Context: an optimization exercise on an open-source flow, tuned for small area, a short achievable clock period and few clock cycles per item. The choices shown serve that exercise and are no tape-out recipe. In this exercise RTL edits were held to simulation tests only and were not proved equivalent to the original.

build 95:
Design wt_sine, start of the top module:
module wt_sine (
  input             clk,
  input             rst,
  input             in_valid,
  output            in_ready,
  input      [1:0]  in_op,
  input      [31:0] in_a,
  input      [31:0] in_b,
  output reg        out_valid,
  input             out_ready,
  output reg [31:0] out_data,
  output reg [1:0]  out_fault
);
  reg        v1;
  reg [1:0]  op1;
  reg [31:0] a1, b1;
  reg        v2;
  reg [1:0]  f2;
  reg [8:0]  j2;
  reg [23:0] g2;
  reg signed [9:0] ef2;
  reg        v3;
  reg [1:0]  f3;
  reg [8:0]  j3;
  reg [23:0] pm3;
  reg        up3, pg3, ps3;
  reg [4:0]  dd3;
  reg        dbig3;
  reg [7:0]  ea3;
  reg        sk_valid;
  reg [31:0] sk_data;
  reg [1:0]  sk_fault;
  reg        rdy;
  wire adv = !sk_valid;
  assign in_ready = rdy;
  wire [1:0]  f1;
  wire [8:0]  j1;
  wire [23:0] n1;
  wire [7:0]  bf1;
  wt_front u_front (.op(op1), .a(a1), .b(b1), .fault(f1), .j(j1), .n(n1), .bf(bf1));
  wire [23:0]       g1;
  wire signed [9:0] ef1;
  wt_norm u_norm (.n(n1), .bf(bf1), .g(g1), .ef(ef1));
  wire        odd2 = j2[7];
  wire [6:0]  m2   = odd2 ? ~j2[6:0] : j2[6:0];
  wire [7:0]  k2   = {1'b0, m2} + {7'd0, odd2};
  wire        qz2  = !odd2 && (j2[6:0] == 7'd0);
  wire [22:0] dv;
  wt_drom u_drom (.m(m2), .d(dv));
  wire [25:0] qv2;
  wt_qrom u_qrom2 (.k(k2), .q(qv2));
  wire [23:0]       pm2;
  wire              up2, pg2, ps2;
  wire signed [9:0] e02;
  wt_prod u_prod (.df(dv[19:0]), .de(dv[22:20]), .g(g2), .ef(ef2), .nr(qz2),
                  .m(pm2), .up(up2), .pg(pg2), .ps(ps2), .e0(e02));
  ...
Size: about 5,200 cells after synthesis, roughly 240 flip-flops, about 37,000 um^2 of cells after synthesis.
Settings: LEC_CHECK=0, ABC_AREA=1, CAP_MARGIN=0, CORE_MARGIN=2, CORE_UTILIZATION=40, PLACE_DENSITY=0.55, SLEW_MARGIN=0, SYNTH_MEMORY_MAX_BITS=65536; clock period 100.0 ns.
run.sh (not shown) runs the stock make flow with config.mk's settings and CLKGATE_MAP_FILE= SYNTH_SCRIPT=/design/flow/synth_recipe.tcl, a recipe that flattens the netlist after the stock synthesis.
Testbench counts of build 95, summed over its fixed seeds: cycles 32,032, items 32,000.
### build 95 -> build 65
- CORE_UTILIZATION now 50, was 40
- PLACE_DENSITY now 0.65, was 0.55
- CTS_CLUSTER_SIZE now 24, previously not set
- CTS_CLUSTER_DIAMETER now 150, previously not set
==> flow/flow/run.sh (new file) <==
#!/bin/bash
# Own flow: the standard layout (standard.sh, all steps unchanged) with one
# difference: the port buffers that global placement inserts on every input
# and output are sky130_fd_sc_hd__buf_2 cells instead of the resizer's default
# choice (a clkdlybuf4s50 delay cell). The full make output goes to
# standard_flow.log in this folder.
set -euo pipefail
export BUFFER_PORTS_ARGS="-buffer_cell sky130_fd_sc_hd__buf_2"
bash standard.sh > standard_flow.log 2>&1
==> flow/standard.sh (new file) <==
#!/bin/bash
# synth_recipe.tcl (not shown) runs the flow's synth.tcl, then flattens the netlist and writes it again
# the make line also repeats each setting of config.mk as NAME=value (left out here)
make -C /OpenROAD-flow-scripts/flow DESIGN_CONFIG=/design/flow/config.mk WORK_HOME=/design/flow/orfs CLKGATE_MAP_FILE= SYNTH_SCRIPT=/design/flow/synth_recipe.tcl "${@:-finish}"
removed: flow/run.sh
--- outcome ---
Relative to build 95, the period utilization of build 65 is lower by 0.45 points.
Build 65: insertion delay to the later sink of the worst-skew pair 50 ps below build 95
Of the two values seen for source of the critical timing path, out_data[13]$_DFFE_PP_ was produced by build 65 and out_valid$_SDFFE_PP0P_ by build 95.
What build 94 does differently from build 65 at the input level:
- PLACE_DENSITY now 0.55, was 0.65
- CORE_UTILIZATION now 40, was 50
- CTS_CLUSTER_SIZE now 28, was 24
Findings:
Between build 94 and build 65, the proportion of final cell area spent on non-clock buffers does not differ in any meaningful way.
In the metrics for build 94 and build 65, the one carrying the lower detailed-routed wire length on met2 is build 65.
Relative to build 65, post-route worst setup slack decreased by 21 ps in build 94.
Build 94 reports a higher number of global-route vias before repair than build 65 does.
As far as count of mapped cells out of synthesis goes, build 65 and build 94 are indistinguishable; the numbers are identical.
Placed cell count: build 94 higher than build 65
The following lists how build 17 was set up differently from build 94:
- CTS_CLUSTER_SIZE changed from 28 to 24
==> comparison <==
- Status: wire length of the first global-routing pass parity (build 17, build 94)
- Build 94 and build 17 ended up with roughly the same final instance area.
- Clock skew across build 17 and build 94: no real change.
- Compared build 17 vs build 94, and number of antenna repair diodes is up in build 17.
The inputs of build 33 differ from those of build 17 as listed below.
- CTS_CLUSTER_SIZE now 19, was 24
- CTS_CLUSTER_DIAMETER now 120, was 150
## What came out
In summary, build 17 completed successfully, with a layout that passed the timing, DRC and antenna checks.
The flow did not stop early for build 33: all stages ran, and the layout cleared the timing, DRC and antenna checks.
Achievable frequency: build 33 vs build 17, no meaningful difference
Status: overall routed net length parity (build 17, build 33)
For wire length on met1, build 33 and build 17 come out practically identical.
Final cycle utilization of the critical path delta (build 33 -> build 17): insignificant
Going from build 17 to build 33, utilization of the core after routing now sits at about the same level, fraction of area in clock buffers and inverters now sits higher, cell area now sits higher.
Setup changes, build 33 to build 96
- a deleted CTS_CLUSTER_DIAMETER that had been 120
- a deleted CTS_CLUSTER_SIZE that had been 19
- an added CTS_BUF_LIST of sky130_fd_sc_hd__clkbuf_8
==> comparison <==
Relative to build 33, the global-route usage of build 96 is higher by 0.22 points. The maximum frequency of build 96 is lower than that of build 33. After detailed routing, build 33 needs less wire than build 96.

==> static timing again, ports no longer ideal <==
The flow's constraints put no driver on any port. The routed layouts listed below were extracted and timed again, unchanged, in two steps. Step 1 (the two cells are an assumption about what drives the block):
set clk [get_ports {clk}]
set_driving_cell -lib_cell sky130_fd_sc_hd__clkbuf_16 $clk
set_driving_cell -lib_cell sky130_fd_sc_hd__buf_2 [delete_from_list [all_inputs] $clk]
Step 2 also shifts input and output timing later by t, the mid clock arrival at the registers, as if the neighbouring blocks saw the same clock. Three values: ideal ports, drivers, drivers and shift; two values: the first two.
| run | t, ns | slack for setup (ns) | hold slack, ns | worst setup path at the end | worst data-port slew with drivers (ns) |
|---|---|---|---|---|---|
| build 95 | 0.673 | 78.478 / 78.413 / 78.422 | 0.419 / 0.419 / 0.419 | input to register | 0.06 |
| build 65 | 0.609 | 78.932 / 78.862 / 78.844 | 0.446 / 0.446 / 0.446 | input to register | 0.04 |
| build 94 | 0.611 | 78.911 / 78.840 / 79.033 | 0.437 / 0.437 / 0.437 | input to register | 0.06 |
| build 17 | 0.609 | 78.920 / 78.851 / 79.028 | 0.439 / 0.439 / 0.439 | input to register | 0.06 |
| build 33 | 0.619 | 78.918 / 78.848 / 79.022 | 0.436 / 0.436 / 0.436 | input to register | 0.07 |
| build 96 | 0.737 | 78.774 / 78.710 / 79.030 | 0.430 / 0.430 / 0.430 | input to register | 0.06 |
After both steps setup and hold are still met in every run listed. The setup slack of build 65, which loses most, moves by -0.070 ns with the drivers and by -0.088 ns with both steps.
